Context: an optimization exercise on an open-source flow, tuned for small area, a short achievable clock period and few clock cycles. The choices shown serve that exercise and are no tape-out recipe. In this exercise RTL edits were held to simulation tests only and were not proved equivalent to the original. Power figures rest on the tool's default switching activity, not on a simulated workload.

### design.v
module quic_walk (
    input  wire        clk,
    input  wire        rst,
    input  wire        in_valid,
    output wire        in_ready,
    input  wire [31:0] in_data,
    input  wire [2:0]  in_cnt,
    input  wire        in_last,
    output wire        frm_valid,
    output wire [3:0]  frm_kind,
    output wire [7:0]  frm_tag,
    output wire [15:0] frm_off,
    output wire [15:0] frm_len,
    output wire        done_valid,
    output wire [7:0]  done_status,
    output wire [7:0]  done_cause,
    output wire [15:0] done_nfrm,
    output wire [15:0] done_nbytes
);
    localparam [2:0] S_TAG  = 3'd0;   
    localparam [2:0] S_X1   = 3'd1;   
    localparam [2:0] S_X2   = 3'd2;   
    localparam [2:0] S_B    = 3'd3;   
    localparam [2:0] S_UTF  = 3'd4;   
    localparam [2:0] S_D0   = 3'd5;   
    localparam [2:0] S_D0OK = 3'd6;   
    localparam [2:0] S_ERR  = 3'd7;   
    localparam [2:0] B_DL  = 3'd0;    
    localparam [2:0] B_NBS = 3'd1;    
    localparam [2:0] B_NB  = 3'd2;    
    localparam [2:0] B_TS2 = 3'd3;    
    localparam [2:0] B_TS1 = 3'd4;    
    localparam [1:0] E_RESV  = 2'd0;
    localparam [1:0] E_UTF   = 2'd1;
    localparam [1:0] E_TRUNC = 2'd2;
    localparam [2:0] U_ANY = 3'd0;    
    localparam [2:0] U_A0  = 3'd1;    
    localparam [2:0] U_9F  = 3'd2;    
    localparam [2:0] U_90  = 3'd3;    
    localparam [2:0] U_8F  = 3'd4;    
    reg        bv;
    reg [31:0] bdata;
    reg [2:0]  bcnt;
    reg        blast;
    reg [13:0] bpos;      
    reg [2:0]  brel;      
    reg [2:0]  st;
    reg [2:0]  bs;        
    reg [16:0] cur;       
    reg [3:0]  kh;        
    reg        pv;        
    reg [15:0] fstart;    
    reg [7:0]  ftag;
    reg [7:0]  hold1;     
    reg [7:0]  hold2;     
    reg [15:0] nfrm;
    reg [1:0]  ecode;
    reg [2:0]  ui;        
    reg [1:0]  u_need;
    reg [2:0]  u_rng;
    reg        u_bad;
    function [15:0] inc16;
        input [15:0] v;
        integer i;
        begin
            for (i = 0; i < 16; i = i + 1)
                inc16[i] = v[i] ^ (&(v | ~((16'd1 << i) - 16'd1)));
        end
    endfunction
    function lt4;
        input [2:0] v;
        input [2:0] c;
        lt4 = !v[2] && (c[2] || (c[1] && c[0] && !(v[1] && v[0])) || (c[1] && !c[0] && !v[1])
                        || (!c[1] && c[0] && v[1:0] == 2'd0));
    endfunction
    wire [1:0]  k        = cur[1:0];
    wire [15:0] bpos1w   = inc16({2'b00, bpos});
    wire [13:0] bpos1    = bpos1w[13:0];
    wire        at_beat  = (cur[16:2] == {1'b0, bpos});
    wire        ge1      = bcnt != 3'd0;
    wire        ge2      = bcnt[2] || bcnt[1];
    wire        ge3      = bcnt[2] || (bcnt[1] && bcnt[0]);
    wire        cin      = at_beat && ((kh[0] && ge1) || (kh[1] && ge2) || (kh[2] && ge3) || (kh[3] && bcnt[2]));
    wire        bl       = blast && !bcnt[2];
    wire [16:0] blen     = {1'b0, bpos, bcnt[1:0]};
    wire        cur_eq_len = at_beat && (kh[bcnt[1:0]]);
    wire [16:0] nxt_beat = {1'b0, bpos1, 2'b00};
    wire [7:0] B0 = bdata[7:0];
    wire [7:0] B1 = bdata[15:8];
    wire [7:0] B2 = bdata[23:16];
    wire [7:0] B3 = bdata[31:24];
    wire [7:0] c0 = ({8{kh[0]}} & B0) | ({8{kh[1]}} & B1) | ({8{kh[2]}} & B2) | ({8{kh[3]}} & B3);
    wire [7:0] c1 = ({8{kh[0]}} & B1) | ({8{kh[1]}} & B2) | ({8{kh[2]}} & B3);
    wire [7:0] c2 = ({8{kh[0]}} & B2) | ({8{kh[1]}} & B3);
    wire a1  = (kh[0] && ge2) || (kh[1] && ge3) || (kh[2] && bcnt[2]);
    wire a2  = (kh[0] && ge3) || (kh[1] && bcnt[2]);
    wire        in_tag = (st == S_TAG);
    wire        in_x1  = (st == S_X1);
    wire [7:0]  t  = in_tag ? c0 : ftag;
    wire [7:0]  x1 = in_tag ? c1 : in_x1 ? c0 : hold1;
    wire [7:0]  x2 = in_tag ? c2 : in_x1 ? c1 : c0;
    wire        h1 = in_tag ? a1 : 1'b1;                
    wire        h2 = in_tag ? a2 : in_x1 ? a1 : 1'b1;   
    function one_byte;
        input [7:0] b;
        one_byte = (b == 8'h00) || (b == 8'h07) || (b == 8'h08) || (b == 8'h0a) ||
                   (b[7:4] == 4'h0 && b[3:2] == 2'b11) ||           
                   (!b[7] && b[6:4] != 3'd0) || (b[7:5] == 3'b100);  
    endfunction
    wire t_ack  = (t[7:5] == 3'b101);
    wire t_str  = (t[7:6] == 2'b11);
    wire t_cc   = (t == 8'h02);
    wire t_resv = (t[3:2] == 2'd2) || (t[1:0] == 2'd2);
    reg [4:0] t_fix;
    always @* begin
        case (t)
            8'h01:   t_fix = 5'd17;
            8'h03:   t_fix = 5'd9;
            8'h04:   t_fix = 5'd9;
            8'h05:   t_fix = 5'd13;
            8'h06:   t_fix = 5'd5;
            8'h09:   t_fix = 5'd5;
            8'h0b:   t_fix = 5'd15;
            default: t_fix = 5'd1;
        endcase
    end
    wire need2  = t_ack ? t[4] : 1'b1;           
    wire hdr_ok = need2 ? h2 : h1;               
    function [4:0] ow_of;
        input [1:0] c;
        ow_of = (c == 2'd0) ? 5'd0 : (5'd1 << c);
    endfunction
    function [4:0] aw_of;
        input [1:0] c;
        aw_of = c[1] ? 5'd4 : c[0] ? 5'd2 : 5'd1;
    endfunction
    function [319:0] mk_str_tab;
        input dummy;
        integer i;
        begin
            mk_str_tab = 320'd0;
            for (i = 0; i < 64; i = i + 1)
                mk_str_tab[5*i +: 5] = 5'd3 - i[5:4] + {3'd0, i[1:0]} + 5'd1 + ow_of(i[3:2]);
        end
    endfunction
    function [639:0] mk_ack_tab;
        input dummy;
        integer i;
        begin
            mk_ack_tab = 640'd0;
            for (i = 0; i < 128; i = i + 1)
                mk_ack_tab[5*i +: 5] = ((i[6:5] == 2'd2) ? 5'd1 : 5'd2 - i[6:5] + i[4])
                                       + aw_of(i[3:2]) + aw_of(i[1:0]) + 5'd2;
        end
    endfunction
    function [63:0] mk_d0_tab;
        input dummy;
        integer i;
        begin
            mk_d0_tab = 64'd0;
            for (i = 0; i < 16; i = i + 1)
                mk_d0_tab[4*i +: 4] = 4'd2 + i[1:0] + ow_of(i[3:2]);
        end
    endfunction
    localparam [319:0] STR_TAB = mk_str_tab(1'b0);
    localparam [639:0] ACK_TAB = mk_ack_tab(1'b0);
    localparam [63:0]  D0_TAB  = mk_d0_tab(1'b0);
    wire [4:0] str_step = STR_TAB[5*{st[1:0], t[3:0]} +: 5];
    wire [4:0] ack_step = ACK_TAB[5*{st[1:0], t[4:0]} +: 5];
    wire [3:0] d0_min   = D0_TAB[4*t[3:0] +: 4];
    wire [4:0] h_step   = t_ack ? ack_step : t_cc ? (in_x1 ? 5'd2 : 5'd1) : str_step;
    wire h_past = (t[3:2] != 2'd0) || t[1] || (in_x1 && t[0]);
    wire [7:0] a_nts = ftag[4] ? hold2 : hold1;
    wire       ts_c  = (a_nts != 8'd0);
    reg        b_big;
    always @* begin
        case (bs)
            B_DL:    b_big = (hold1 != 8'd0) || (hold2[7:2] != 6'd0);
            B_NBS:   b_big = ftag[1] ? (hold1 != 8'd0) : (hold1[7:1] != 7'd0);
            B_NB:    b_big = (hold1[7:2] != 6'd0);
            B_TS2:   b_big = (a_nts[7:1] != 7'd0);
            default: b_big = (a_nts[7:2] != 6'd0) || (a_nts[1:0] == 2'd3);
        endcase
    end
    wire [7:0] ub = bdata[8*ui[1:0] +: 8];
    reg [1:0] u_need_n;
    reg [2:0] u_rng_n;
    reg       u_bad_n;
    wire      u_cont = (ub[7:6] == 2'b10);
    reg       u_cont_ok;
    always @* begin
        case (u_rng)
            U_A0:    u_cont_ok = u_cont && ub[5];
            U_9F:    u_cont_ok = u_cont && !ub[5];
            U_90:    u_cont_ok = u_cont && (ub[5:4] != 2'b00);
            U_8F:    u_cont_ok = u_cont && (ub[5:4] == 2'b00);
            default: u_cont_ok = u_cont;
        endcase
    end
    always @* begin
        u_need_n = 2'd0;
        u_rng_n  = U_ANY;
        u_bad_n  = u_bad;
        if (u_need != 2'd0) begin
            u_need_n = u_need - 2'd1;
            if (!u_cont_ok)
                u_bad_n = 1'b1;
        end else if (!ub[7]) begin
            u_need_n = 2'd0;
        end else if (ub[7:5] == 3'b110) begin
            u_need_n = 2'd1;
            if (ub[4:1] == 4'd0)
                u_bad_n = 1'b1;
        end else if (ub[7:4] == 4'b1110) begin
            u_need_n = 2'd2;
            if (ub[3:0] == 4'h0)
                u_rng_n = U_A0;
            else if (ub[3:0] == 4'hD)
                u_rng_n = U_9F;
        end else if (ub[7:3] == 5'b11110 && (ub[2] == 1'b0 || ub[1:0] == 2'b00)) begin
            u_need_n = 2'd3;
            if (ub[2:0] == 3'd0)
                u_rng_n = U_90;
            else if (ub[2])
                u_rng_n = U_8F;
        end else begin
            u_bad_n = 1'b1;
        end
    end
    wire u_fail   = u_bad || (u_need != 2'd0);
    wire u_at_end = at_beat && kh[ui[1:0]] && !ui[2];
    reg         rel;         
    reg         fin;         
    reg [7:0]   d_status;
    reg [7:0]   d_cause;
    reg [2:0]   st_n;
    reg [2:0]   bs_n;
    reg [16:0]  cur_n;
    reg         pv_n;
    reg [16:0]  opnd;        
    reg         cy;
    reg         set_start;   
    reg         hold1_ld;
    reg         hold2_ld;
    reg [2:0]   ui_n;
    reg         u_step;
    reg         u_init;
    reg         e_ld;
    reg [1:0]   e_n;
    wire [16:0] sum = cur + opnd + {16'd0, cy};
    wire        x2_end = in_x1 ? kh[2] : kh[3];
    wire [2:0]  x2_nx  = in_x1 ? {kh[2] | kh[3], kh[0] | kh[1], kh[1] | kh[3]}
                               : {kh[3], kh[1] | kh[2], kh[0] | kh[2]};
    wire        d0_here = (t[3:2] == 2'd0) &&
                          ((kh[0] && t[1:0] != 2'd3) || (kh[1] && !t[1]) || (kh[2] && t[1:0] == 2'd0));
    wire        tag_rel = (kh[0] && brel[0]) || (kh[1] && brel[1]) || (kh[2] && brel[2]) || kh[3];
    always @* begin
        rel       = 1'b0;
        fin       = 1'b0;
        d_status  = 8'h00;
        d_cause   = 8'h00;
        st_n      = st;
        bs_n      = bs;
        pv_n      = pv;
        opnd      = 17'd0;
        cy        = 1'b0;
        cur_n     = cur;
        set_start = 1'b0;
        hold1_ld  = 1'b0;
        hold2_ld  = 1'b0;
        ui_n      = ui;
        u_step    = 1'b0;
        u_init    = 1'b0;
        e_ld      = 1'b0;
        e_n       = E_RESV;
        case (st)
            S_B: begin
                case (bs)
                    B_DL:    opnd = {1'b0, hold1, hold2};
                    B_NBS:   opnd = ftag[1] ? {7'd0, hold1, 2'b00} : {8'd0, hold1, 1'b0};
                    B_NB:    opnd = {9'd0, hold1};
                    B_TS2:   begin opnd = {8'd0, a_nts, 1'b0}; cy = ts_c; end
                    default: begin opnd = {9'd0, a_nts};       cy = ts_c; end
                endcase
                cur_n = sum;
                rel   = bv && !bl && (!at_beat || b_big) && (ftag != 8'h02);
                case (bs)
                    B_NBS:   bs_n = (ftag[1:0] == 2'b00) ? B_TS2 : B_NB;
                    B_NB:    bs_n = B_TS2;
                    B_TS2:   bs_n = B_TS1;
                    default: bs_n = bs;
                endcase
                if (bs == B_DL || bs == B_TS1) begin
                    if (ftag == 8'h02) begin
                        st_n = S_UTF;
                    end else begin
                        st_n = S_TAG;
                        pv_n = 1'b1;
                    end
                end
            end
            S_TAG, S_X1, S_X2: if (bv) begin
                if (cin) begin
                    set_start = in_tag;
                    if (in_tag && t_ack && t_resv) begin
                        st_n = S_ERR;
                        e_ld = 1'b1;
                        e_n  = E_RESV;
                        pv_n = 1'b0;
                        rel  = !bl;
                    end else if (in_tag && t_cc) begin
                        opnd  = 17'd5;
                        cur_n = sum;
                        st_n  = S_X1;
                        pv_n  = 1'b0;
                        rel   = !bl;
                    end else if (in_tag && t_str && !t[4]) begin
                        opnd  = {13'd0, d0_min};
                        cur_n = sum;
                        st_n  = (d0_here && !bl) ? S_D0OK : S_D0;
                        pv_n  = 1'b0;
                        rel   = !bl;
                    end else if (in_tag && !t_ack && !t_str) begin
                        opnd  = {12'd0, t_fix};
                        cur_n = sum;
                        pv_n  = 1'b1;
                        rel   = !bl && tag_rel;
                    end else if (hdr_ok) begin
                        opnd     = {12'd0, h_step};
                        cur_n    = sum;
                        hold1_ld = (st != S_X2);
                        hold2_ld = 1'b1;
                        pv_n     = 1'b0;
                        st_n     = S_B;
                        bs_n     = !t_ack ? B_DL : t[4] ? B_NBS : B_TS2;
                        if (t_cc) begin
                            ui_n   = (x2_end && !bl) ? 3'd0 : x2_nx;
                            u_init = 1'b1;
                            rel    = !bl && x2_end;
                        end else begin
                            rel    = !bl && (in_tag || t_ack || h_past);
                        end
                    end else begin
                        cur_n = nxt_beat;
                        pv_n  = 1'b0;
                        rel   = !bl;
                        if (in_tag && !(h1 && need2)) begin
                            st_n     = S_X1;
                        end else begin
                            hold1_ld = 1'b1;
                            st_n     = S_X2;
                        end
                    end
                end else if (bl) begin
                    if (in_tag && cur_eq_len && pv) begin
                        pv_n = 1'b0;
                    end else begin
                        fin = 1'b1;
                        rel = 1'b1;
                        if (in_tag) begin
                            if (!cur_eq_len) begin
                                d_status = 8'h01;
                                d_cause  = 8'h0B;
                            end
                        end else begin
                            d_status = 8'h01;
                            d_cause  = 8'h02;
                        end
                    end
                end else begin
                    rel = 1'b1;
                end
            end
            S_UTF: if (bv) begin
                if (u_at_end) begin
                    if (u_fail) begin
                        st_n = S_ERR;
                        e_ld = 1'b1;
                        e_n  = E_UTF;
                    end else begin
                        st_n = S_TAG;
                        pv_n = 1'b1;
                    end
                end else if (lt4(ui, bcnt)) begin
                    u_step = 1'b1;
                    ui_n   = {ui[1] & ui[0], ui[1] ^ ui[0], ~ui[0]};
                    if (ui == 3'd3 && !bl) begin
                        rel  = 1'b1;
                        ui_n = 3'd0;
                    end
                end else begin
                    fin = 1'b1;
                    rel = 1'b1;
                    d_status = 8'h01;
                    d_cause  = 8'h0B;
                end
            end
            S_D0: if (bv) begin
                if (cin) begin
                    st_n = S_D0OK;
                    rel  = !bl;
                end else if (bl) begin
                    if (cur_eq_len) begin
                        st_n = S_TAG;
                        pv_n = 1'b1;
                    end else begin
                        fin = 1'b1;
                        rel = 1'b1;
                        d_status = 8'h01;
                        d_cause  = 8'h02;
                    end
                end else begin
                    rel = 1'b1;
                end
            end
            S_D0OK: if (bv) begin
                if (bl) begin
                    cur_n = blen;
                    st_n  = S_TAG;
                    pv_n  = 1'b1;
                end else begin
                    rel = 1'b1;
                end
            end
            default: if (bv) begin   
                rel = 1'b1;
                if (bl) begin
                    fin = 1'b1;
                    case (ecode)
                        E_UTF:   begin d_status = 8'h04; d_cause = 8'h20; end
                        E_TRUNC: begin d_status = 8'h01; d_cause = 8'h02; end
                        default: begin d_status = 8'h01; d_cause = 8'h03; end
                    endcase
                end
            end
        endcase
    end
    wire   to_empty    = blast && bcnt[2];    
    assign in_ready    = !bv || (rel && !to_empty);
    assign frm_valid   = bv && in_tag && pv && (cin || (bl && cur_eq_len));
    assign frm_tag     = ftag;
    assign frm_off     = fstart;
    assign frm_len     = cur[15:0] - fstart;
    assign frm_kind    = (ftag[7:5] == 3'b101) ? 4'hC :
                         (ftag[7:6] == 2'b11)  ? 4'hD :
                         (ftag[7:4] == 4'h0 && ftag[3:2] != 2'b11) ? ftag[3:0] : 4'h0;
    assign done_valid  = fin;
    assign done_status = d_status;
    assign done_cause  = d_cause;
    assign done_nfrm   = nfrm;
    assign done_nbytes = blen[15:0];
    always @(posedge clk) begin
        if (set_start) begin
            fstart <= cur[15:0];
            ftag   <= c0;
        end
        if (hold1_ld)
            hold1 <= in_tag ? c1 : c0;
        if (hold2_ld)
            hold2 <= x2;
        if (e_ld)
            ecode <= e_n;
        if (in_valid && in_ready) begin
            bdata <= in_data;
            brel  <= {!one_byte(in_data[23:16]), !one_byte(in_data[15:8]), !one_byte(in_data[7:0])};
            bcnt  <= in_cnt;
            blast <= in_last;
        end else if (rel && to_empty) begin
            bcnt  <= 3'd0;
        end
        if (u_step) begin
            u_need <= u_need_n;
            u_rng  <= u_rng_n;
            u_bad  <= u_bad_n;
        end
        if (u_init) begin
            u_need <= 2'd0;
            u_rng  <= U_ANY;
            u_bad  <= 1'b0;
        end
        ui <= ui_n;
        bs <= bs_n;
        if (rst) begin
            bv   <= 1'b0;
            bpos <= 14'd0;
            st   <= S_TAG;
            cur  <= 17'd0;
            kh   <= 4'b0001;
            pv   <= 1'b0;
            nfrm <= 16'd0;
        end else begin
            if (rel && !to_empty)
                bv <= 1'b0;
            if (in_valid && in_ready)
                bv <= 1'b1;
            if (fin) begin
                bpos <= 14'd0;
                st   <= S_TAG;
                cur  <= 17'd0;
                kh   <= 4'b0001;
                pv   <= 1'b0;
                nfrm <= 16'd0;
            end else begin
                if (rel)
                    bpos <= bpos1;
                st   <= st_n;
                cur  <= cur_n;
                kh   <= 4'b0001 << cur_n[1:0];
                pv   <= pv_n;
                if (frm_valid)
                    nfrm <= inc16(nfrm);
            end
        end
    end
endmodule
### flow/run.sh
#!/bin/bash
# The standard layout (the standard.sh, all steps), with two changes to
# how it is built: the port buffers that buffer_ports inserts are plain
# sky130_fd_sc_hd__buf_1 cells (every input and output port still gets its
# own buffer), and clock tree synthesis adds no dummy loads to its leaves.
# The full output of make and of the DEF export goes to flow_make.log; ORFS
# keeps each step's own log under orfs/logs/.
set -euo pipefail
export BUFFER_PORTS_ARGS="-buffer_cell sky130_fd_sc_hd__buf_1"
export CTS_ARGS="-sink_clustering_enable -repair_clock_nets -buf_list sky130_fd_sc_hd__clkbuf_8 -dont_use_dummy_load"
bash standard.sh > flow_make.log 2>&1
### standard.sh
#!/bin/bash
# synth_recipe.tcl (not shown) runs the flow's synth.tcl, then flattens the netlist and writes it again
# the make line also repeats each setting of config.mk as NAME=value (left out here)
make -C /OpenROAD-flow-scripts/flow DESIGN_CONFIG=/design/flow/config.mk WORK_HOME=/design/flow/orfs CLKGATE_MAP_FILE= SYNTH_SCRIPT=/design/flow/synth_recipe.tcl "${@:-finish}"
### config.mk
export PLATFORM = sky130hd
export DESIGN_NAME = quic_walk
export DESIGN_NICKNAME = quic_walk
export VERILOG_FILES = /design/flow/design.v
export SDC_FILE = /design/flow/constraint.sdc
export NUM_CORES = 4
export LEC_CHECK = 0
export ABC_AREA = 1
export CAP_MARGIN = 20
export CORE_MARGIN = 2
export CORE_UTILIZATION = 60
export CTS_BUF_LIST = sky130_fd_sc_hd__clkbuf_8
export PLACE_DENSITY = 0.7
export SETUP_SLACK_MARGIN = 3.5
export SLEW_MARGIN = 20
### constraint.sdc
create_clock -name core_clock -period 8.0 [get_ports {clk}]
set_input_delay 1.6000 -clock core_clock [delete_from_list [all_inputs] [get_ports {clk}]]
set_output_delay 1.6000 -clock core_clock [all_outputs]
set_load 0.01 [all_outputs]
==> impl_metrics.toml, run 1 <==
[clock_tree]
clk_latency_ps = 470
cts.path.max_buffers = 2
cts_tree = "done"
clkSinkCount = 148
cts_buffers = 17
clk_pin_slew_ps = 80
cts_root_buf = "clkbuf_8"
htree_levels = 4

[pwr]
p_leak_nw = 5.78
power.density_nw_per_um2 = 154
peakVddDrop_mv = 0.109

[sta]
finalHoldViolCount = 0
post-route-min-period_ps = 4570
relSlewSlack_pct = 28.0
tightest_slew_ps = 1080
max_freq_mhz = 219
final-setup-viol-count = 0
rsz0062_at_grt = "yes"
tns_ps = 0
period_share_pct = 57.1
clock_skew_ps = 50.2
maxSlewViolCount = 0

[critical_path]
rrSetupSlack_ps = 3650
worstPathMaxFanout = 7
cpPeakStageDelay_ps = 560
startpoint_type = "flip-flop"
r2r_end = "cur[12]$_SDFFE_PP0P_"
worstSetupPathType = "flip-flop to primary output"
crit_path_top_delay_cell = "edfxtp_1"
cp-end-kind = "primary output"
arrival_ps = 2970
path_cells = "inv_1 -> a21oi_1 -> o21ai_0 -> o21ai_1 -> nand3_1 -> nor2_1 -> nand3_1 -> a21oi_1 -> nand2_1 -> nand2_2 -> nand2_8 -> nand2_4 -> nand2_4 -> buf_6"
regToRegStartpoint = "st[0]$_SDFFE_PP0P_"
required_ps = 6400
reg2regPathDepth = 29

[route]
drtPass1Iterations = 6
vias_per_cell = 5.87
route.detailed.wl_per_inst_um = 17.5
route.detailed.drc = 0
vias = 12000
postRouteAntennaNets = 0
wl_um = 35800
drt_iter0_markers = 1030

[placement]
port_buffers = 123
gp_congestion = 1.01
dp.cells = 1975
hpwl_um = 27300

[floorplanning]
die_w_um = 143
die-area_um2 = 20400
initial_core_util_pct = 61.5
core_um2 = 18800
ios = 134
die_h_um = 143
rows = 50

[global_routing]
grt_first_pass_wirelength_um = 55400
grtUsageTotal_pct = 34.9
grt_pass1_vias = 10800
busiest_layer = "met2"
antenna_found_initial = 0
met3_usage_pct = 5.60
grt_max_degree = 37
met1_usage_pct = 42.9
gr-usage-met2_pct = 60.5
grt-ovfl-total = 0

[synth]
muxShareOfSynthArea_pct = 0
synth_enable_flop_cells = 86
ys_ff_latch = 148
ys.warnings.count = 1
ys_async_sr_fraction_pct = 0
synth_xor_area_share_pct = 3.25
postSynthAreaPerCell_um2 = 7.07
synth_area_leader_cell = "edfxtp_1"
yosys.cell_types.count = 65
synth_compound_area_share_pct = 18.9
synth_adder_area_share_pct = 5.92
yosysSeqAreaShare_pct = 33.0
syn_inst = 1638
synthTopCellsByArea = "edfxtp_1, nand2_1, dfxtp_1"
synth_ff_type = "edfxtp_1"
netlist_area_um2 = 11600
synthSimpleGateAreaFrac_pct = 28.2
synth_top_area_share_pct = 22.3
synth_top_family_by_area = "simple AND/OR/NAND/NOR gates"

[worst_hold_path]
hold_path_end = "nfrm[1]$_SDFFE_PP0P_"
hold_depth = 2
hold_path_class = "flip-flop to flip-flop"
min_from = "nfrm[1]$_SDFFE_PP0P_"

[cells_and_area]
layout.nets = 1876
regArea_um2 = 3850
area_delta_synth_final_pct = 12.5
finalNonFillerCells = 2042
diodes = 0
drive_above_1_share_pct = 12.2
multi_input_area_um2 = 6820
final.fill_count = 1687
final_core_utilization_pct = 69.1

[flow_run]
maxCapViolCount = 0

[run_status]
status = "no timing/DRC/antenna violations"
-- stage by stage --
stage / hold WS [ps] / area, um2 / setup WS (ps) / total power (W)
3_5_place_dp: 481 / 12100 / 2580 / 0.00149
3_3_place_gp: 466 / 12100 / 2700 / 0.00149
2_1_floorplan: 463 / 11600 / 3600 / 0.00134
5_1_grt: 521 / 13000 / 3340 / 0.00209
6_report: 492 / 13000 / 3430 / 0.00200
4_1_cts: 494 / 12600 / 3370 / 0.00196
-- synth_stat cells (5+ instances only) --
cell type,n
a21oi_1,115
nand2_2,14
ha_1,50
o21ai_0,123
edfxtp_1,86
nand3_1,76
clkbuf_1,17
nand4_1,8
o22ai_1,20
inv_2,13
o2111ai_1,8
buf_4,20
o221ai_1,10
nor3_1,28
nand2_1,405
inv_1,214
nor4_1,5
dfxtp_1,62
xnor2_1,20
nand2_4,9
a221oi_1,11
nor2_1,147
xor2_1,23
o211ai_1,22
o21ai_1,14
nor2_4,8
buf_6,5
buf_2,10
nor2_2,14
a211oi_1,9
-- cells by family (layout without fill, tap and decap cells) --
family,Yosys count,after routing
AND/OR/NAND/NOR,735,735
AO/OA/AOI/OAI,368,368
buffers and inverters,290,425
flip-flops,148,148
adder cells (fa/ha/maj),53,53
XOR/XNOR,43,43
other,1,10
-- flip-flops by register name, summed over array words and instances, names as in the netlist, 4 cells and up --
register and flops:
bdata 32, cur 17, fstart 16, nfrm 16, bpos 14, ftag 8
hold1 8, hold2 8, kh 4
-- final cells by class --
cell class / instances / area share [%]
clock buffer: 17 / 1.80
inverter: 233 / 7.03
multi-input combinational: 1209 / 52.4
sequential: 148 / 29.6
tap: 260 / 2.50
timing repair buffer: 173 / 6.56
timing repair inverter: 2 / 0.106
-- power by group --
group          switching (W)  internal, W
clock               0.000265     0.000188
combinational       0.000437     0.000207
sequential         0.0000528     0.000852
-- worst max path at each step --
stage / start / endpoint / slack [ps]
after detailed placement: kh[1]$_SDFF_PP0_ / cur[12]$_SDFFE_PP0P_ / 2580
after CTS: bdata[9]$_DFFE_PP_ / in_ready / 3370
final: bcnt[0]$_SDFFCE_PN0P_ / in_ready / 3430
after floorplan: kh[0]$_SDFF_PP1_ / cur[16]$_SDFFE_PP0P_ / 3600
after global routing: bdata[8]$_DFFE_PP_ / cur[12]$_SDFFE_PP0P_ / 3340
after global placement: kh[1]$_SDFF_PP0_ / cur[12]$_SDFFE_PP0P_ / 2700
-- cells in the final DEF, fill, tap and decap left out, types with 4 or more instances in the layout --
cell type,synthesis,routed
nor2_2,14,16
a211oi_1,9,9
o221ai_1,10,9
xor2_1,23,22
nor4_1,5,5
o211ai_1,22,22
o21ai_1,14,19
nand3_1,76,74
ha_1,50,47
dfxtp_2,0,4
buf_1,3,120
dfxtp_1,62,51
o2111ai_1,8,8
inv_1,214,204
edfxtp_1,86,86
o31ai_1,4,4
nor3_1,28,27
inv_4,2,6
o21ai_0,123,112
a21oi_2,4,9
a221oi_1,11,11
o21ai_2,4,9
o22ai_1,20,19
conb_1,1,10
nor2_4,8,12
buf_4,20,48
nand2_4,9,12
a21oi_1,115,109
nand2_2,14,14
inv_2,13,17
clkbuf_8,0,17
dfxtp_4,0,7
nand4_1,8,8
nand2_1,405,399
nor2_1,147,141
xnor2_1,20,20
-- timing repair --
item,in CTS,in global routing
endpoints found under the hold margin,0,0
hold buffers,0,0
resized for setup,58,57
pin swaps,10,28
buffers inserted,17,31
endpoints found under the setup margin,68,24
cloned,2,0
-- worst max-delay path, delay by kind of cell (launching register included) --
family	cells	cell delay [ps]
AOI/OAI and AO/OA	4	650
buffers and inverters	2	280
DFF	1	560
and+or+nand+nor	8	1040
-- metal layers --
metal | wire length [um] | vias to the layer above
met1 | 14200 | 5460
met4 | 1770 | 0
met3 | 2840 | 128
met5 | 0 | -
met2 | 17000 | 656
li1 | - | 5744
Testbench counts, summed over its fixed seeds: cycles 13,226.
==> inputs of run 2 (changes only) <==
--- a/config.mk
+++ b/config.mk
@@ -12,4 +12,4 @@
 export CTS_BUF_LIST = sky130_fd_sc_hd__clkbuf_8
 export PLACE_DENSITY = 0.7
-export SETUP_SLACK_MARGIN = 3.5
+export SETUP_SLACK_MARGIN = 3.25
 export SLEW_MARGIN = 20
==> run 2 against run 1 <==
Net effect:
- synthesized area did not move
- largest cell class unchanged
- routed wire length fell by 0.82%
- die area did not move
- combinational power fell by 3%
- maximum frequency fell by 4.4%
- clock power barely moved
- critical path type unchanged
- critical path depth did not move
- clock skew rose by 0.87 ps
- sequential power rose by 0.4%
- power fell by 0.68%
- non-clock buffer count fell by 19
- critical endpoint unchanged
- core utilization fell by 1.5 points
==> impl_metrics.toml, run 2 <==
[global_routing]
antenna_found_initial = 0
grtUsageTotal_pct = 34.5
grt_max_degree = 39
grt_pass1_vias = 10700
grt-ovfl-total = 0
grt_first_pass_wirelength_um = 54800

[clock_tree]
clkSinkCount = 148
cts_hold_buf = 0
cts_root_buf = "clkbuf_8"
cts_tree = "done"
clk_pin_slew_ps = 80
clk_latency_ps = 470
cts.path.max_buffers = 2
htree_levels = 4
cts_buffers = 17

[cells_and_area]
largestRegisters = "bdata: 32 flops, cur: 17 flops"
regArea_um2 = 3850
finalNonFillerCells = 2022
final_common_cell = "nand2_1"
largest_reg_flops = 32
diodes = 0
final_core_utilization_pct = 67.7
layout.nets = 1856
top_register = "bdata"
drive_above_1_share_pct = 9.48
final.fill_count = 1702
multi_input_area_um2 = 6670
area_delta_synth_final_pct = 10.1
mostFrequentLayoutCells = "nand2_1, inv_1, nor2_1"

[worst_hold_path]
hold_path_class = "flip-flop to flip-flop"

[floorplanning]
ios = 134
die_h_um = 143
die_w_um = 143
rows = 50
initial_core_util_pct = 61.5
die-area_um2 = 20400
core_um2 = 18800

[synth]
synth_enable_flop_cells = 86
synth_ff_type = "edfxtp_1"
post-synth-top-count-cell = "nand2_1"
syn_inst = 1638
ys_ff_latch = 148
synthTopCellsByArea = "edfxtp_1, nand2_1, dfxtp_1"
netlist_area_um2 = 11600
yosys.cell_types.count = 65
synth_area_leader_cell = "edfxtp_1"
yosysSeqAreaShare_pct = 33.0
synth_top_area_share_pct = 22.3
synth_commonest_cells = "nand2_1, inv_1, nor2_1"
postSynthAreaPerCell_um2 = 7.07
ys_async_sr_fraction_pct = 0
ys.warnings.count = 1

[route]
vias_per_cell = 5.85
route.detailed.wl_per_inst_um = 17.6
vias = 11800
wl_um = 35500
drt_iter0_markers = 1058
route.detailed.drc = 0
drtPass1Iterations = 8
postRouteAntennaNets = 0

[sta]
final-setup-viol-count = 0
rsz0062_at_grt = "yes"
tns_ps = 0
finalHoldViolCount = 0
period_share_pct = 59.8
clock_skew_ps = 51.1
relSlewSlack_pct = 26.4
post-route-min-period_ps = 4780
tightest_slew_ps = 1100
maxSlewViolCount = 0
max_freq_mhz = 209

[pwr]
peakVddDrop_mv = 0.109
p_leak_nw = 5.67
power.density_nw_per_um2 = 156
finalPower_w = 0.00199

[placement]
gp_congestion = 1.01
port_buffers = 123
hpwl_um = 27300
dp.cells = 1975

[run_status]
status = "no timing/DRC/antenna violations"

[critical_path]
arrival_ps = 3180
worstSetupPathType = "flip-flop to primary output"
worstPathMaxFanout = 7
required_ps = 6400
startpoint_type = "flip-flop"
cp-end-kind = "primary output"

[flow_run]
maxCapViolCount = 0
run 2: cell counts after synthesis:
Identical to the previous run, type by type.
run 2: final timing paths:
check                             start              endpoint  slack (ps)  cells past startpoint
setup / recovery  bcnt[0]$_SDFFCE_PN0P_              in_ready        3220                     14
hold / removal     nfrm[1]$_SDFFE_PP0P_  nfrm[1]$_SDFFE_PP0P_         490                      2
setup reg to reg    bdata[16]$_DFFE_PP_  cur[12]$_SDFFE_PP0P_        3560                     29
hold reg to reg    nfrm[1]$_SDFFE_PP0P_  nfrm[1]$_SDFFE_PP0P_         490                      2
run 2: kinds of logic (layout without fill, tap and decap cells):
| group | after synthesis | count (layout) | synth area share (%) |
|---|---|---|---|
| flops | 148 | 148 | 33.0 |
| buf+inv | 290 | 405 | 10.7 |
| xor+xnor | 43 | 43 | 3.25 |
| compound gates | 368 | 368 | 18.9 |
| other cells | 1 | 10 | 0.0324 |
| simple gates | 735 | 735 | 28.2 |
| fa+ha+maj | 53 | 53 | 5.92 |
run 2: worst max-delay path, cell delays in order, from the launching register on:
cell and delay (ps):
edfxtp_1 570, inv_1 160, a21oi_1 200, o21ai_0 120, o21ai_0 210, nand3_1 300, nor2_1 270, nand3_1 150
a21oi_1 200, nand2_1 90, nand2_2 120, nand2_8 70, nand2_2 80, nand2_4 60, clkbuf_2 140
run 2: power by group:
part	internal [W]	switching, W
Sequential	0.000852	0.0000567
Combinational	0.000198	0.000427
Clock	0.000188	0.000266
run 2: timing repair:
| item | 4_1_cts | 5_1_grt |
|---|---|---|
| gates resized for setup | 35 | 36 |
| hold endpoints to repair | 0 | 0 |
| endpoints found under the setup margin | 24 | 18 |
| gates cloned | 1 | 0 |
| buffers inserted | 4 | 25 |
| pin swaps | 2 | 12 |
run 2: routing by layer:
layer	GRT usage, %	vias to the layer above	wire length, um
met1	42.5	5392	14200
met2	59.5	622	16900
li1	-	5706	-
met3	5.43	109	2770
met5	0	-	0
met4	15.5	0	1600
run 2: layout make-up:
cell class                 instances  area share (%)
multi-input combinational       1209            52.4
sequential                       148            30.2
inverter                         233            7.29
timing repair buffer             154            5.67
tap                              260            2.55
clock buffer                      17            1.84
timing repair inverter             1          0.0393
run 2: through the flow:
stage	area (um2)	hold slack [ps]	setup WS, ps
after floorplan	11600	463	3600
after global placement	12100	466	2700
after detailed placement	12100	481	2580
after CTS	12400	494	3190
after global routing	12700	515	3220
final	12700	491	3220
==> inputs of run 3 (changes only) <==
--- a/config.mk
+++ b/config.mk
@@ -12,4 +12,4 @@
 export CTS_BUF_LIST = sky130_fd_sc_hd__clkbuf_8
 export PLACE_DENSITY = 0.7
-export SETUP_SLACK_MARGIN = 3.25
+export SETUP_SLACK_MARGIN = 3.75
 export SLEW_MARGIN = 20
==> run 3 against run 2 <==
Net effect:
- cell area up 7.1%
- synthesized cell count did not move
- critical path depth is 5 higher
- final cell count rose by 3.1%
- first-iteration DRC count is 21% higher
- register-to-register slack better by 40 ps
==> impl_metrics.toml, run 3 <==
[run_status]
status = "no timing/DRC/antenna violations"

[placement]
port_buffers = 123
hpwl_um = 27500
gp_congestion = 0.977

[route]
drt_iter0_markers = 1275
route.detailed.drc = 0
drtPass1Iterations = 8
postRouteAntennaNets = 0
route.detailed.wl_per_inst_um = 17.9
vias = 12300
vias_per_cell = 5.89
wl_um = 37400

[floorplanning]
core_um2 = 18800
die-area_um2 = 20400
initial_core_util_pct = 61.5
die_h_um = 143
ios = 134
die_w_um = 143
rows = 50

[sta]
clock_skew_ps = 47.1
final-setup-viol-count = 0
rsz0062_at_grt = "yes"
finalHoldViolCount = 0
maxSlewViolCount = 0
relSlewSlack_pct = 24.4
tns_ps = 0
whs_ps = 490
tightest_slew_ps = 1130
max_freq_mhz = 224
post-route-min-period_ps = 4470
period_share_pct = 55.8

[pwr]
peakVddDrop_mv = 0.108
power.density_nw_per_um2 = 152
p_leak_nw = 6.00

[synth]
synth_ff_type = "edfxtp_1"
post-synth-top-count-cell = "nand2_1"
synth_commonest_cells = "nand2_1, inv_1, nor2_1"
syn_inst = 1638
ys_async_sr_fraction_pct = 0
yosys.cell_types.count = 65
synth_top_area_share_pct = 22.3
synthTopCellsByArea = "edfxtp_1, nand2_1, dfxtp_1"
ys.warnings.count = 1
ys_ff_latch = 148
yosysSeqAreaShare_pct = 33.0
netlist_area_um2 = 11600
synth_area_leader_cell = "edfxtp_1"
synth_enable_flop_cells = 86
postSynthAreaPerCell_um2 = 7.07

[critical_path]
startpoint_type = "flip-flop"
cp-end-kind = "primary output"
worstSetupPathType = "flip-flop to primary output"
arrival_ps = 2870
required_ps = 6400
worstPathMaxFanout = 17

[global_routing]
grt_first_pass_wirelength_um = 56900
grt_pass1_vias = 11100
grt-ovfl-total = 0
antenna_found_initial = 0
grtUsageTotal_pct = 35.8
grt_max_degree = 37

[clock_tree]
cts_root_buf = "clkbuf_8"
cts.path.max_buffers = 2
clk_pin_slew_ps = 110
clkSinkCount = 148
htree_levels = 4
cts_tree = "done"
cts_hold_buf = 0
cts_buffers = 17
clk_latency_ps = 480

[cells_and_area]
final_common_cell = "nand2_1"
multi_input_area_um2 = 7090
final.fill_count = 1581
regArea_um2 = 3870
top_register = "bdata"
area_delta_synth_final_pct = 17.9
layout.nets = 1918
largestRegisters = "bdata: 32 flops, cur: 17 flops"
drive_above_1_share_pct = 17.1
mostFrequentLayoutCells = "nand2_1, inv_1, nor2_1"
largest_reg_flops = 32
diodes = 0

[worst_hold_path]
hold_path_class = "flip-flop to flip-flop"

[flow_run]
maxCapViolCount = 0
[run 3: cell counts after synthesis]
Identical to the previous run, type by type.
[run 3: timing repair]
action | 4_1_cts | 5_1_grt
resized for setup | 105 | 90
pin swaps | 24 | 50
hold endpoints to repair | 0 | 0
setup endpoints to repair | 71 | 25
buffers inserted | 43 | 45
gates cloned | 2 | 0
[run 3: area by class of cell]
class	instances	share of cell area, %
Tap cell	260	2.38
Multi-Input combinational cell	1209	51.9
Clock buffer	17	1.71
Timing Repair Buffer	215	8.73
Sequential cell	148	28.4
Timing Repair inverter	2	0.101
Inverter	233	6.75
[run 3: logic make-up after synthesis]
family | after synthesis | synth area share [%]
other cells | 1 | 0.0324
buf+inv | 290 | 10.7
compound gates | 368 | 18.9
flops | 148 | 33.0
simple gates | 735 | 28.2
xor+xnor | 43 | 3.25
fa+ha+maj | 53 | 5.92
[run 3: final timing paths]
path                        startpoint              endpoint  slack [ps]  depth (start not counted)
setup / recovery   bdata[11]$_DFFE_PP_              in_ready        3530                         19
hold / removal    nfrm[1]$_SDFFE_PP0P_  nfrm[1]$_SDFFE_PP0P_         490                          2
setup reg to reg    st[0]$_SDFFE_PP0P_  cur[12]$_SDFFE_PP0P_        3600                         32
hold reg to reg   nfrm[1]$_SDFFE_PP0P_  nfrm[1]$_SDFFE_PP0P_         490                          2
[run 3: worst max-delay path, cell delays in order (launching register included)]
cell,delay [ps]
edfxtp_1,440
nand2_1,90
nand2_1,100
nor2_4,200
nand2_2,110
nand2_8,140
nand2_2,120
nor2_4,180
nand3_1,110
nand2_2,80
nand3_2,70
nand2_1,60
nand2_1,80
nand2_1,70
nand2_1,80
nand2_2,110
nand2_8,70
nand2_4,80
nand2_4,50
buf_6,130
[run 3: per-stage QoR]
stage	instances	setup slack, ps	area [um2]	utilization, %	total power (W)
6_report	2084	3530	13600	72.5	0.00208
5_1_grt	2084	3410	13600	72.5	0.00217
4_1_cts	2039	3570	13000	69.0	0.00199
3_5_place_dp	1977	2820	12100	64.1	0.00149
3_3_place_gp	1977	2850	12100	64.1	0.00149
2_1_floorplan	1647	3820	11600	-	0.00134
[run 3: layer usage]
metal | up-vias | GRT usage [%] | routed length, um
met5 | - | 0 | 0
met2 | 669 | 63.0 | 18400
met3 | 118 | 4.96 | 3050
li1 | 5835 | - | -
met1 | 5663 | 44.4 | 14400
met4 | 0 | 14.4 | 1490
[run 3: where the power goes]
group          switching, W  total [W]  internal (W)
combinational      0.000471   0.000721      0.000250
clock              0.000268   0.000455      0.000188
sequential        0.0000502   0.000902      0.000852
==> inputs of run 4 (changes only) <==
--- a/config.mk
+++ b/config.mk
@@ -9,7 +9,7 @@
 export CAP_MARGIN = 20
 export CORE_MARGIN = 2
-export CORE_UTILIZATION = 60
+export CORE_UTILIZATION = 65
 export CTS_BUF_LIST = sky130_fd_sc_hd__clkbuf_8
-export PLACE_DENSITY = 0.7
-export SETUP_SLACK_MARGIN = 3.75
+export PLACE_DENSITY = 0.8
+export SETUP_SLACK_MARGIN = 3.5
 export SLEW_MARGIN = 20
==> run 4 against run 3 <==
Net effect:
- clock power hardly changed
- cell area shrank 3.1%
- via count up 1.3%
- combinational power fell by 3%
- worst setup slack got worse by 110 ps
- flip-flop and latch count is the same
- largest cell class unchanged
- largest power group unchanged
==> impl_metrics.toml, run 4 <==
[critical_path]
worstSetupPathType = "flip-flop to primary output"
cp-end-kind = "primary output"
worstPathMaxFanout = 5
arrival_ps = 2980
rrSetupSlack_ps = 3600
regToRegStartpoint = "bdata[16]$_DFFE_PP_"
startpoint_type = "flip-flop"
reg2regPathDepth = 35
required_ps = 6400
r2r_end = "cur[16]$_SDFFE_PP0P_"

[route]
postRouteAntennaNets = 0
route.detailed.drc = 0
drtPass1Iterations = 8
vias_per_cell = 6.15
drt_iter0_markers = 1606
vias = 12400
wl_um = 37800
route.detailed.wl_per_inst_um = 18.7

[worst_hold_path]
hold_path_end = "nfrm[4]$_SDFFE_PP0P_"
hold_path_class = "flip-flop to flip-flop"
hold_depth = 2
min_from = "nfrm[4]$_SDFFE_PP0P_"

[synth]
ys.warnings.count = 1
post-synth-top-count-cell = "nand2_1"
ys_async_sr_fraction_pct = 0
synth_ff_type = "edfxtp_1"
syn_inst = 1638
yosys.cell_types.count = 65
ys_ff_latch = 148
synth_commonest_cells = "nand2_1, inv_1, nor2_1"
synth_area_leader_cell = "edfxtp_1"
yosysSeqAreaShare_pct = 33.0
synthTopCellsByArea = "edfxtp_1, nand2_1, dfxtp_1"
postSynthAreaPerCell_um2 = 7.07
netlist_area_um2 = 11600
synth_enable_flop_cells = 86
synth_top_area_share_pct = 22.3

[floorplanning]
core_um2 = 17400
die-area_um2 = 18900
die_w_um = 137
ios = 134
rows = 48
die_h_um = 137
initial_core_util_pct = 66.7

[sta]
tns_ps = 0
post-route-min-period_ps = 4580
clock_skew_ps = 33.0
final-setup-viol-count = 0
rsz0062_at_grt = "yes"
period_share_pct = 57.2
setup_ws_ps = 3420
max_freq_mhz = 218
relSlewSlack_pct = 27.9
maxSlewViolCount = 0
finalHoldViolCount = 0
tightest_slew_ps = 1080

[placement]
gp_congestion = 1.00
place_area_um2 = 12000
port_buffers = 123
hpwl_um = 27400
post-place-ws_ps = 2380

[cells_and_area]
largest_reg_flops = 32
largestRegisters = "bdata: 32 flops, cur: 17 flops"
top_register = "bdata"
final_core_utilization_pct = 76.2
design_area_um2 = 13200
final_common_cell = "nand2_1"
mostFrequentLayoutCells = "nand2_1, inv_1, nor2_1"
area_delta_synth_final_pct = 14.3
diodes = 0
drive_above_1_share_pct = 14.1
layout.nets = 1892

[global_routing]
antenna_found_initial = 0
grt_max_degree = 37
grtUsageTotal_pct = 39.1
grt-ovfl-total = 0
grt_pass1_vias = 11200
grt_first_pass_wirelength_um = 57000

[pwr]
p_sw_share_pct = 38.2
power.density_nw_per_um2 = 155
clkPwrFrac_pct = 22.0
peakVddDrop_mv = 0.133
p_int_w = 0.00127
p_comb_share_pct = 34.1
p_seq_share_pct = 43.9
switchingPower_w = 0.000785
p_leak_nw = 5.85

[clock_tree]
cts_buffers = 17
cts_tree = "done"
htree_levels = 4
clkSinkCount = 148
clk_latency_ps = 470
clk_pin_slew_ps = 90
cts.path.max_buffers = 2
cts_hold_buf = 0
cts_root_buf = "clkbuf_8"

[flow_run]
maxCapViolCount = 0

[run_status]
status = "no timing/DRC/antenna violations"
-- run 4: cell counts after synthesis --
No cell type changed its count.
-- run 4: kinds of logic after synthesis --
family / synth area share (%)
buf+inv: 10.7
compound gates: 18.9
simple gates: 28.2
flops: 33.0
other cells: 0.0324
xor+xnor: 3.25
fa+ha+maj: 5.92
-- run 4: final cells by class --
| cell class | count | area, um2 |
|---|---|---|
| Sequential cell | 148 | 3860 |
| Inverter | 233 | 915 |
| Timing Repair inverter | 2 | 13.8 |
| Multi-Input combinational cell | 1209 | 6920 |
| Timing Repair Buffer | 189 | 1000 |
| Tap cell | 225 | 282 |
| Clock buffer | 17 | 234 |
| Fill cell | 1355 | 4130 |
-- run 4: metrics by stage --
stage	hold WS (ps)	total power (W)	instances
final	501	0.00206	2023
after global routing	521	0.00214	2023
after CTS	497	0.00197	1992
after detailed placement	488	0.00149	1940
after global placement	472	0.00149	1940
after floorplan	463	0.00134	1647
-- run 4: repair_timing --
item / 4_1_cts / 5_1_grt
pin swaps: 15 / 29
gates resized for setup: 68 / 70
cloned: 2 / 0
setup buffers: 33 / 31
setup endpoints to repair: 69 / 23
-- run 4: worst max-delay path: stages (launching register included) --
cell and delay [ps]:
edfxtp_1 470, inv_2 100, o22ai_2 70, or2_4 280, o21ai_4 190, buf_6 130, ha_4 120, inv_2 40
nor2_4 160, nand2_4 90, nand2_2 70, nand3_2 80, nand2_1 70, nand2_1 50, nand2_1 60, nand2_1 70
nand2_2 110, nand2_8 80, nand2_4 80, nand2_4 60, buf_6 140
-- run 4: how the worst max path moves through the flow --
| stage | start | end | slack (ps) |
|---|---|---|---|
| after floorplan | kh[0]$_SDFF_PP1_ | cur[16]$_SDFFE_PP0P_ | 3600 |
| after global placement | kh[1]$_SDFF_PP0_ | cur[16]$_SDFFE_PP0P_ | 2520 |
| after detailed placement | kh[1]$_SDFF_PP0_ | cur[16]$_SDFFE_PP0P_ | 2380 |
| after CTS | bdata[16]$_DFFE_PP_ | in_ready | 3480 |
| after global routing | bdata[16]$_DFFE_PP_ | cur[12]$_SDFFE_PP0P_ | 3280 |
| final | bdata[16]$_DFFE_PP_ | in_ready | 3420 |
-- run 4: power groups by stage --
stage | registers (W) | logic (W) | clock network [W]
after floorplan | 0.000904 | 0.000433 | 0
after global placement | 0.000921 | 0.000568 | 0
after detailed placement | 0.000922 | 0.000572 | 0
after CTS | 0.000901 | 0.000623 | 0.000450
after global routing | 0.000904 | 0.000755 | 0.000478
final | 0.000901 | 0.000701 | 0.000453
-- run 4: layer usage --
| layer | part of all wire, % | GRT usage, % | vias up |
|---|---|---|---|
| li1 | - | - | 5768 |
| met4 | 5.8 | 21.3 | 0 |
| met1 | 38 | 48.5 | 5662 |
| met5 | 0 | 0 | - |
| met3 | 9.1 | 6.62 | 184 |
| met2 | 47 | 64.9 | 834 |
==> inputs of run 5 (changes only) <==
--- a/config.mk
+++ b/config.mk
@@ -11,5 +11,5 @@
 export CORE_UTILIZATION = 65
 export CTS_BUF_LIST = sky130_fd_sc_hd__clkbuf_8
-export PLACE_DENSITY = 0.8
+export PLACE_DENSITY = 0.75
 export SETUP_SLACK_MARGIN = 3.5
 export SLEW_MARGIN = 20
==> run 5 against run 4 <==
Net effect:
- routed wire length shrank 1.1%
- global-route usage shrank 1.2 points
- clock-buffer cell count is the same
- clock power is essentially flat
- highest routed layer unchanged
- core utilization grew 0.32 points
==> impl_metrics.toml, run 5 <==
[cells_and_area]
top_register = "bdata"
drive_above_1_share_pct = 14.2
area_delta_synth_final_pct = 14.8
final_common_cell = "nand2_1"
largest_reg_flops = 32
diodes = 0
mostFrequentLayoutCells = "nand2_1, inv_1, nor2_1"
largestRegisters = "bdata: 32 flops, cur: 17 flops"
layout.nets = 1902

[synth]
netlist_area_um2 = 11600
synth_ff_type = "edfxtp_1"
synth_top_area_share_pct = 22.3
synth_commonest_cells = "nand2_1, inv_1, nor2_1"
synth_area_leader_cell = "edfxtp_1"
syn_inst = 1638
ys.warnings.count = 1
postSynthAreaPerCell_um2 = 7.07
ys_async_sr_fraction_pct = 0
synthSimpleGateAreaFrac_pct = 28.2
muxShareOfSynthArea_pct = 0
synthTopCellsByArea = "edfxtp_1, nand2_1, dfxtp_1"
yosys.cell_types.count = 65
synth_adder_area_share_pct = 5.92
post-synth-top-count-cell = "nand2_1"
synth_enable_flop_cells = 86
ys_ff_latch = 148
synth_compound_area_share_pct = 18.9
synth_xor_area_share_pct = 3.25
synth_top_family_by_area = "simple AND/OR/NAND/NOR gates"
yosysSeqAreaShare_pct = 33.0

[worst_hold_path]
hold_path_class = "flip-flop to flip-flop"

[sta]
maxSlewViolCount = 0
post-route-min-period_ps = 4500
tightest_slew_ps = 1150
final-setup-viol-count = 0
period_share_pct = 56.2
clock_skew_ps = 41.9
finalHoldViolCount = 0
rsz0062_at_grt = "yes"
max_freq_mhz = 222
whs_ps = 475
tns_ps = 0
relSlewSlack_pct = 23.2

[global_routing]
grt_pass1_vias = 11100
grtUsageTotal_pct = 37.9
grt_max_degree = 37
antenna_found_initial = 0
grt-ovfl-total = 0
grt_first_pass_wirelength_um = 55300

[clock_tree]
clk_pin_slew_ps = 70
cts_hold_buf = 0
cts_root_buf = "clkbuf_8"
clkSinkCount = 148
clk_latency_ps = 490
cts.path.max_buffers = 2
htree_levels = 4
cts_buffers = 17
cts_tree = "done"

[route]
wl_um = 37400
drtPass1Iterations = 6
route.detailed.drc = 0
route.detailed.wl_per_inst_um = 18.4
drt_iter0_markers = 1640
vias = 12500
vias_per_cell = 6.14
postRouteAntennaNets = 0

[floorplanning]
rows = 48
die_w_um = 137
core_um2 = 17400
die_h_um = 137
ios = 134
initial_core_util_pct = 66.7
die-area_um2 = 18900

[critical_path]
cp-end-kind = "primary output"
arrival_ps = 2900
worstSetupPathType = "flip-flop to primary output"
required_ps = 6400
worstPathMaxFanout = 4
startpoint_type = "flip-flop"

[pwr]
p_leak_nw = 5.90
peakVddDrop_mv = 0.117
power.density_nw_per_um2 = 155

[placement]
port_buffers = 123
gp_congestion = 0.998
hpwl_um = 26900

[run_status]
status = "no timing/DRC/antenna violations"

[flow_run]
maxCapViolCount = 0
## run 5: worst max-delay path: stages (launching register included)
cell and delay (ps):
dfxtp_4 360, inv_1 80, ha_4 180, fa_2 400, nand3b_1 190, nand2_2 120, a21oi_4 70, o21ai_2 160
nand2_1 90, nand2_2 90, a21oi_4 60, o21ai_2 140, nand2_1 70, nand2_1 80, a21oi_2 60, xor2_1 130
buf_2 140
## run 5: kinds of logic (layout without fill, tap and decap cells)
family	after synthesis	count (layout)
buffers and inverters	290	451
xor gates and xnor gates	43	43
and+or+nand+nor	735	735
adders and majority gates	53	53
AOI/OAI and AO/OA	368	368
other	1	10
DFF	148	148
## run 5: layout make-up
class                      instances  area [um2]
timing repair inverter             2        13.8
fill                            1325        4070
multi-input combinational       1209        6900
sequential                       148        3860
tap                              225         282
inverter                         233         922
clock buffer                      17         234
timing repair buffer             199        1070
## run 5: through the flow
| stage | setup slack [ps] | power, W | utilization (%) | area [um2] | instances |
|---|---|---|---|---|---|
| 2_1_floorplan | 3600 | 0.00134 | - | 11600 | 1647 |
| 3_3_place_gp | 2610 | 0.00149 | 69.2 | 12000 | 1940 |
| 3_5_place_dp | 2510 | 0.00149 | 69.2 | 12000 | 1940 |
| 4_1_cts | 3420 | 0.00196 | 72.9 | 12700 | 1986 |
| 5_1_grt | 3400 | 0.00214 | 76.5 | 13300 | 2033 |
| 6_report | 3500 | 0.00206 | 76.5 | 13300 | 2033 |
## run 5: per-layer routing
metal / wire length [um] / GRT usage [%]
met1: 14000 / 45.7
met2: 17900 / 63.2
met3: 3480 / 6.99
met4: 2070 / 22.6
met5: 0 / 0
## run 5: final timing paths
check                startpoint                    to  slack (ps)  depth (start not counted)
max           cur[0]$_SDFF_PP0_           frm_len[14]        3500                         16
min           cur[0]$_SDFF_PP0_   fstart[0]$_DFFE_PP_         480                          0
max reg2reg  st[0]$_SDFFE_PP0P_  cur[16]$_SDFFE_PP0P_        3690                         31
min reg2reg   cur[0]$_SDFF_PP0_   fstart[0]$_DFFE_PP_         480                          0
## run 5: what timing repair did
item,in CTS,in global routing
setup buffers,27,47
gates cloned,2,0
resized for setup,68,71
pin swaps,12,39
setup endpoints to repair,68,22
## run 5: report_power, final
group / switching (W) / internal (W) / leakage [nW] / total, W
registers: 0.0000492 / 0.000852 / 1.29 / 0.000901
clock network: 0.000267 / 0.000187 / 0.122 / 0.000454
logic: 0.000467 / 0.000240 / 4.49 / 0.000706
==> inputs of run 6 (changes only) <==
--- a/design.v
+++ b/design.v
@@ -51,4 +51,5 @@
     reg        pv;        
     reg [15:0] fstart;    
+    reg [15:0] flen;      
     reg [7:0]  ftag;
     reg [7:0]  hold1;     
@@ -85,5 +86,15 @@
     wire [16:0] blen     = {1'b0, bpos, bcnt[1:0]};
     wire        cur_eq_len = at_beat && (kh[bcnt[1:0]]);
-    wire [16:0] nxt_beat = {1'b0, bpos1, 2'b00};
+    wire [2:0]  rest4    = {kh[0], kh[1] | kh[2], kh[1] | kh[3]};
+    reg  [2:0]  rest_l;
+    always @* begin
+        case (bcnt[1:0])
+            2'd1:    rest_l = {2'b00, kh[0]};
+            2'd2:    rest_l = {1'b0, kh[0], kh[1]};
+            2'd3:    rest_l = {1'b0, kh[0] | kh[1], kh[0] | kh[2]};
+            default: rest_l = 3'd0;
+        endcase
+    end
+    wire [2:0]  beat_rest = bl ? rest_l : rest4;
     wire [7:0] B0 = bdata[7:0];
     wire [7:0] B1 = bdata[15:8];
@@ -240,4 +251,5 @@
     reg [16:0]  opnd;        
     reg         cy;
+    reg         use_sum;     
     reg         set_start;   
     reg         hold1_ld;
@@ -265,4 +277,5 @@
         opnd      = 17'd0;
         cy        = 1'b0;
+        use_sum   = 1'b0;
         cur_n     = cur;
         set_start = 1'b0;
@@ -283,5 +296,5 @@
                     default: begin opnd = {9'd0, a_nts};       cy = ts_c; end
                 endcase
-                cur_n = sum;
+                use_sum = 1'b1;
                 rel   = bv && !bl && (!at_beat || b_big) && (ftag != 8'h02);
                 case (bs)
@@ -311,11 +324,11 @@
                     end else if (in_tag && t_cc) begin
                         opnd  = 17'd5;
-                        cur_n = sum;
+                        use_sum = 1'b1;
                         st_n  = S_X1;
                         pv_n  = 1'b0;
                         rel   = !bl;
                     end else if (in_tag && t_str && !t[4]) begin
-                        opnd  = {13'd0, d0_min};
-                        cur_n = sum;
+                        opnd  = (d0_here && !bl) ? {14'd0, rest4} : {13'd0, d0_min};
+                        use_sum = 1'b1;
                         st_n  = (d0_here && !bl) ? S_D0OK : S_D0;
                         pv_n  = 1'b0;
@@ -323,10 +336,10 @@
                     end else if (in_tag && !t_ack && !t_str) begin
                         opnd  = {12'd0, t_fix};
-                        cur_n = sum;
+                        use_sum = 1'b1;
                         pv_n  = 1'b1;
                         rel   = !bl && tag_rel;
                     end else if (hdr_ok) begin
                         opnd     = {12'd0, h_step};
-                        cur_n    = sum;
+                        use_sum  = 1'b1;
                         hold1_ld = (st != S_X2);
                         hold2_ld = 1'b1;
@@ -342,5 +355,6 @@
                         end
                     end else begin
-                        cur_n = nxt_beat;
+                        opnd  = {14'd0, rest4};
+                        use_sum = 1'b1;
                         pv_n  = 1'b0;
                         rel   = !bl;
@@ -398,6 +412,9 @@
             S_D0: if (bv) begin
                 if (cin) begin
-                    st_n = S_D0OK;
-                    rel  = !bl;
+                    opnd    = {14'd0, beat_rest};
+                    use_sum = 1'b1;
+                    st_n    = bl ? S_TAG : S_D0OK;
+                    pv_n    = bl;
+                    rel     = !bl;
                 end else if (bl) begin
                     if (cur_eq_len) begin
@@ -415,6 +432,7 @@
             end
             S_D0OK: if (bv) begin
+                opnd    = {14'd0, bl ? bcnt : 3'd4};
+                use_sum = 1'b1;
                 if (bl) begin
-                    cur_n = blen;
                     st_n  = S_TAG;
                     pv_n  = 1'b1;
@@ -435,4 +453,6 @@
             end
         endcase
+        if (use_sum)
+            cur_n = sum;
     end
     wire   to_empty    = blast && bcnt[2];    
@@ -441,5 +461,5 @@
     assign frm_tag     = ftag;
     assign frm_off     = fstart;
-    assign frm_len     = cur[15:0] - fstart;
+    assign frm_len     = flen;
     assign frm_kind    = (ftag[7:5] == 3'b101) ? 4'hC :
                          (ftag[7:6] == 2'b11)  ? 4'hD :
@@ -455,4 +475,8 @@
             ftag   <= c0;
         end
+        if (set_start)
+            flen <= opnd[15:0];
+        else if (use_sum)
+            flen <= flen + opnd[15:0] + {15'd0, cy};
         if (hold1_ld)
             hold1 <= in_tag ? c1 : c0;
==> flow/run.sh (replaced) <==
#!/bin/bash
# The standard layout (the standard.sh, all steps), with the port buffers
# that buffer_ports inserts made plain sky130_fd_sc_hd__buf_1 cells: every
# input and output port still gets its own buffer. The full output of make and
# of the DEF export goes to flow_make.log; ORFS keeps each step's own log
# under orfs/logs/.
set -euo pipefail
export BUFFER_PORTS_ARGS="-buffer_cell sky130_fd_sc_hd__buf_1"
bash standard.sh > flow_make.log 2>&1
--- a/config.mk
+++ b/config.mk
@@ -9,7 +9,7 @@
 export CAP_MARGIN = 20
 export CORE_MARGIN = 2
-export CORE_UTILIZATION = 65
+export CORE_UTILIZATION = 60
 export CTS_BUF_LIST = sky130_fd_sc_hd__clkbuf_8
-export PLACE_DENSITY = 0.75
+export PLACE_DENSITY = 0.7
 export SETUP_SLACK_MARGIN = 3.5
 export SLEW_MARGIN = 20
==> run 6 against run 5 <==
Net effect:
- flip-flop and latch count rose by 16
- sequential share of layout area is 0.10 points higher
- non-clock buffer count is 101 higher
- clock power grew 35%
- register-to-register slack lost 520 ps
- sequential power rose by 42%
- final cell count up 6.2%
==> impl_metrics.toml, run 6 <==
[sta]
rsz0062_at_grt = "yes"
relSlewSlack_pct = 30.1
tns_ps = 0
period_share_pct = 60.5
max_freq_mhz = 207
finalHoldViolCount = 0
maxSlewViolCount = 0
clock_skew_ps = 19.8
post-route-min-period_ps = 4840
tightest_slew_ps = 1040
final-setup-viol-count = 0

[synth]
synth_top_family_by_area = "simple AND/OR/NAND/NOR gates"
synth_top_area_share_pct = 26.0
muxShareOfSynthArea_pct = 0.0851
synth_area_leader_cell = "edfxtp_1"
netlist_area_um2 = 11800
synthSimpleGateAreaFrac_pct = 27.4
syn_inst = 1605
ys_async_sr_fraction_pct = 0
synth_xor_area_share_pct = 2.38
synth_compound_area_share_pct = 17.7
post-synth-top-count-cell = "nand2_1"
synthTopCellsByArea = "edfxtp_1, nand2_1, dfxtp_1"
yosys.cell_types.count = 64
synth_adder_area_share_pct = 5.83
ys.warnings.count = 1
yosysSeqAreaShare_pct = 36.6
postSynthAreaPerCell_um2 = 7.33
synth_enable_flop_cells = 102
ys_ff_latch = 164
synth_commonest_cells = "nand2_1, inv_1, nor2_1"
synth_ff_type = "edfxtp_1"

[critical_path]
worstSetupPathType = "flip-flop to primary output"
worstPathMaxFanout = 8
crit_path_top_delay_cell = "dfxtp_4"
arrival_ps = 3240
crit_buf_inv = 3
cpPeakStageDelay_ps = 370
cp_top_family = "simple AND/OR/NAND/NOR gates"
cp-end-kind = "primary output"
startpoint_type = "flip-flop"
required_ps = 6400
path_cells = "nor2_4 -> nand2_8 -> buf_6 -> nand2_1 -> nand2_4 -> nor2_4 -> nand3_2 -> nand2_2 -> buf_4 -> nand2_4 -> nand2_4 -> nor2_1 -> o21ai_1 -> o21ai_2 -> nand2_1 -> nand2_1 -> nand3_1 -> nand4_1 -> nand2_4 -> nand2_1 -> nand2_2 -> buf_6"

[route]
postRouteAntennaNets = 0
vias = 12700
drtPass1Iterations = 13
route.detailed.wl_per_inst_um = 18.3
wl_um = 39500
route.detailed.drc = 0
drt_iter0_markers = 1598
vias_per_cell = 5.90

[clock_tree]
htree_levels = 4
clk_latency_ps = 500
clk_pin_slew_ps = 110
clkSinkCount = 164
cts_root_buf = "clkbuf_8"
cts.path.max_buffers = 2
cts_buffers = 17
cts_hold_buf = 0
cts_tree = "done"

[cells_and_area]
mostFrequentLayoutCells = "nand2_1, inv_1, buf_4"
drive_above_1_share_pct = 22.2
top_register = "bdata"
diodes = 0
largestRegisters = "bdata: 32 flops, cur: 17 flops"
largest_reg_flops = 32
layout.nets = 1973
final.fill_count = 1440
area_delta_synth_final_pct = 26.2
design_area_um2 = 14800
final_common_cell = "nand2_1"

[placement]
port_buffers = 123
gp_congestion = 1.01
place_area_um2 = 12300
hpwl_um = 26800

[global_routing]
grtUsageTotal_pct = 37.9
grt_pass1_vias = 11600
grt_max_degree = 37
grt-ovfl-total = 0
grt_first_pass_wirelength_um = 60600
antenna_found_initial = 0

[floorplanning]
die-area_um2 = 20700
core_um2 = 19300
rows = 51
ios = 134
initial_core_util_pct = 60.8
die_w_um = 144
die_h_um = 144

[pwr]
p_leak_nw = 6.50
peakVddDrop_mv = 0.212
power.density_nw_per_um2 = 326
finalPower_w = 0.00484

[run_status]
status = "no timing/DRC/antenna violations"

[flow_run]
maxCapViolCount = 0

[worst_hold_path]
hold_path_class = "flip-flop to flip-flop"
==> run 6: cell types whose count changed after synthesis, moves of 5 or more <==
cell      before  now
nand2_1      405  359
nor2_1       147  167
edfxtp_1      86  102
o21ai_0      123  135
a21oi_1      115  106
o211ai_1      22   14
xor2_1        23   15
nor2_2        14    7
a221oi_1      11    5
nand2_4        9   15
nand4_1        8   14
clkbuf_1      17   22
==> run 6: cell type report <==
class	count	area (um2)	area share, %
multi-input combinational	1171	6990	47.1
inverter	225	917	6.18
timing repair inverter	2	17.5	0.118
clock buffer	17	234	1.58
tap	265	332	2.23
sequential	164	4330	29.2
clock inverter	15	156	1.05
timing repair buffer	300	1860	12.5
==> run 6: worst register-to-register path, delay by kind of cell (launching register included) <==
family	cells	cell delay, ps
AOI/OAI and AO/OA	3	300
buffers and inverters	19	2480
and+or+nand+nor	16	1630
DFF	1	370
==> run 6: cells by family (layout without fill, tap and decap cells) <==
logic type | after synthesis | count (layout)
AO/OA/AOI/OAI | 356 | 356
adder cells (fa/ha/maj) | 53 | 53
buffers and inverters | 281 | 559
multiplexers | 1 | 1
AND/OR/NAND/NOR | 717 | 719
other | 1 | 10
flip-flops | 164 | 164
XOR/XNOR | 32 | 32
==> run 6: routing by layer <==
layer	wire length (um)	track usage [%]	part of all wire [%]
met1	15500	48.2	39
met2	17800	59.6	45
met3	3730	8.18	9.4
met4	2480	22.4	6.3
met5	0	0	0
==> run 6: repair_timing <==
item / in CTS / in global routing
setup buffers: 144 / 29
cloned: 3 / 1
resized for setup: 168 / 59
pin swaps: 94 / 69
endpoints found under the setup margin: 70 / 33
hold endpoints to repair: 0 / 0
==> run 6: path summary, 6_finish.rpt <==
| check | startpoint | to | slack [ps] | cells after the start |
|---|---|---|---|---|
| min reg2reg | nfrm[15]$_SDFFE_PP0P_ | nfrm[15]$_SDFFE_PP0P_ | 500 | 1 |
| min | nfrm[15]$_SDFFE_PP0P_ | nfrm[15]$_SDFFE_PP0P_ | 500 | 1 |
| max reg2reg | st[0]$_SDFFE_PP0P_ | bpos[13]$_SDFFE_PP0P_ | 3170 | 38 |
| max | st[0]$_SDFFE_PP0P_ | in_ready | 3160 | 22 |
==> run 6: per-stage QoR <==
| stage | setup WS (ps) | utilization (%) | std cells | hold WS, ps |
|---|---|---|---|---|
| 2_1_floorplan | 3520 | - | 1614 | 437 |
| 3_5_place_dp | 2290 | 63.8 | 1950 | 474 |
| 5_1_grt | 2970 | 76.7 | 2159 | 524 |
| 6_report | 3160 | 76.7 | 2159 | 500 |
| 3_3_place_gp | 2410 | 63.8 | 1950 | 466 |
| 4_1_cts | 3380 | 74.5 | 2129 | 499 |
==> run 6: power by group <==
| part | switching [W] | total [W] | internal [W] |
|---|---|---|---|
| Combinational | 0.00187 | 0.00295 | 0.00108 |
| Clock | 0.000380 | 0.000615 | 0.000235 |
| Sequential | 0.000141 | 0.00128 | 0.00114 |
| Total | 0.00239 | 0.00484 | 0.00245 |
Testbench counts of run 6, summed over its fixed seeds: cycles 13,225.

[afterwards: timing with drivers on the ports]
How much do the figures lean on ideal ports? The routed layouts below were timed once more, with nothing changed but the port constraints. Step 1 (the two cells are an assumption about what drives the block):
set clk [get_ports {clk}]
set_driving_cell -lib_cell sky130_fd_sc_hd__clkbuf_16 $clk
set_driving_cell -lib_cell sky130_fd_sc_hd__buf_2 [delete_from_list [all_inputs] $clk]
Step 2 adds t to the input delays and takes it off the output delays; t is the mean of the earliest and latest rising clock arrival at the registers after step 1. Input paths then give back, and output paths get back, about the clock's delay inside the block. Slacks: ideal ports / drivers / drivers and shift; pairs: ideal ports / drivers.
run | shift t [ns] | setup slack, ns | worst slew at a driven data input, ns
run 1 | 0.486 | 3.431 / 3.388 / 3.651 | 0.03
run 2 | 0.490 | 3.220 / 3.176 / 3.556 | 0.03
run 3 | 0.500 | 3.534 / 3.491 / 3.599 | 0.04
run 4 | 0.491 | 3.421 / 3.378 / 3.599 | 0.04
run 5 | 0.513 | 3.501 / 3.458 / 3.688 | 0.04
run 6 | 0.531 | 3.158 / 3.113 / 3.170 | 0.04
After both steps setup and hold are still met in every run listed.
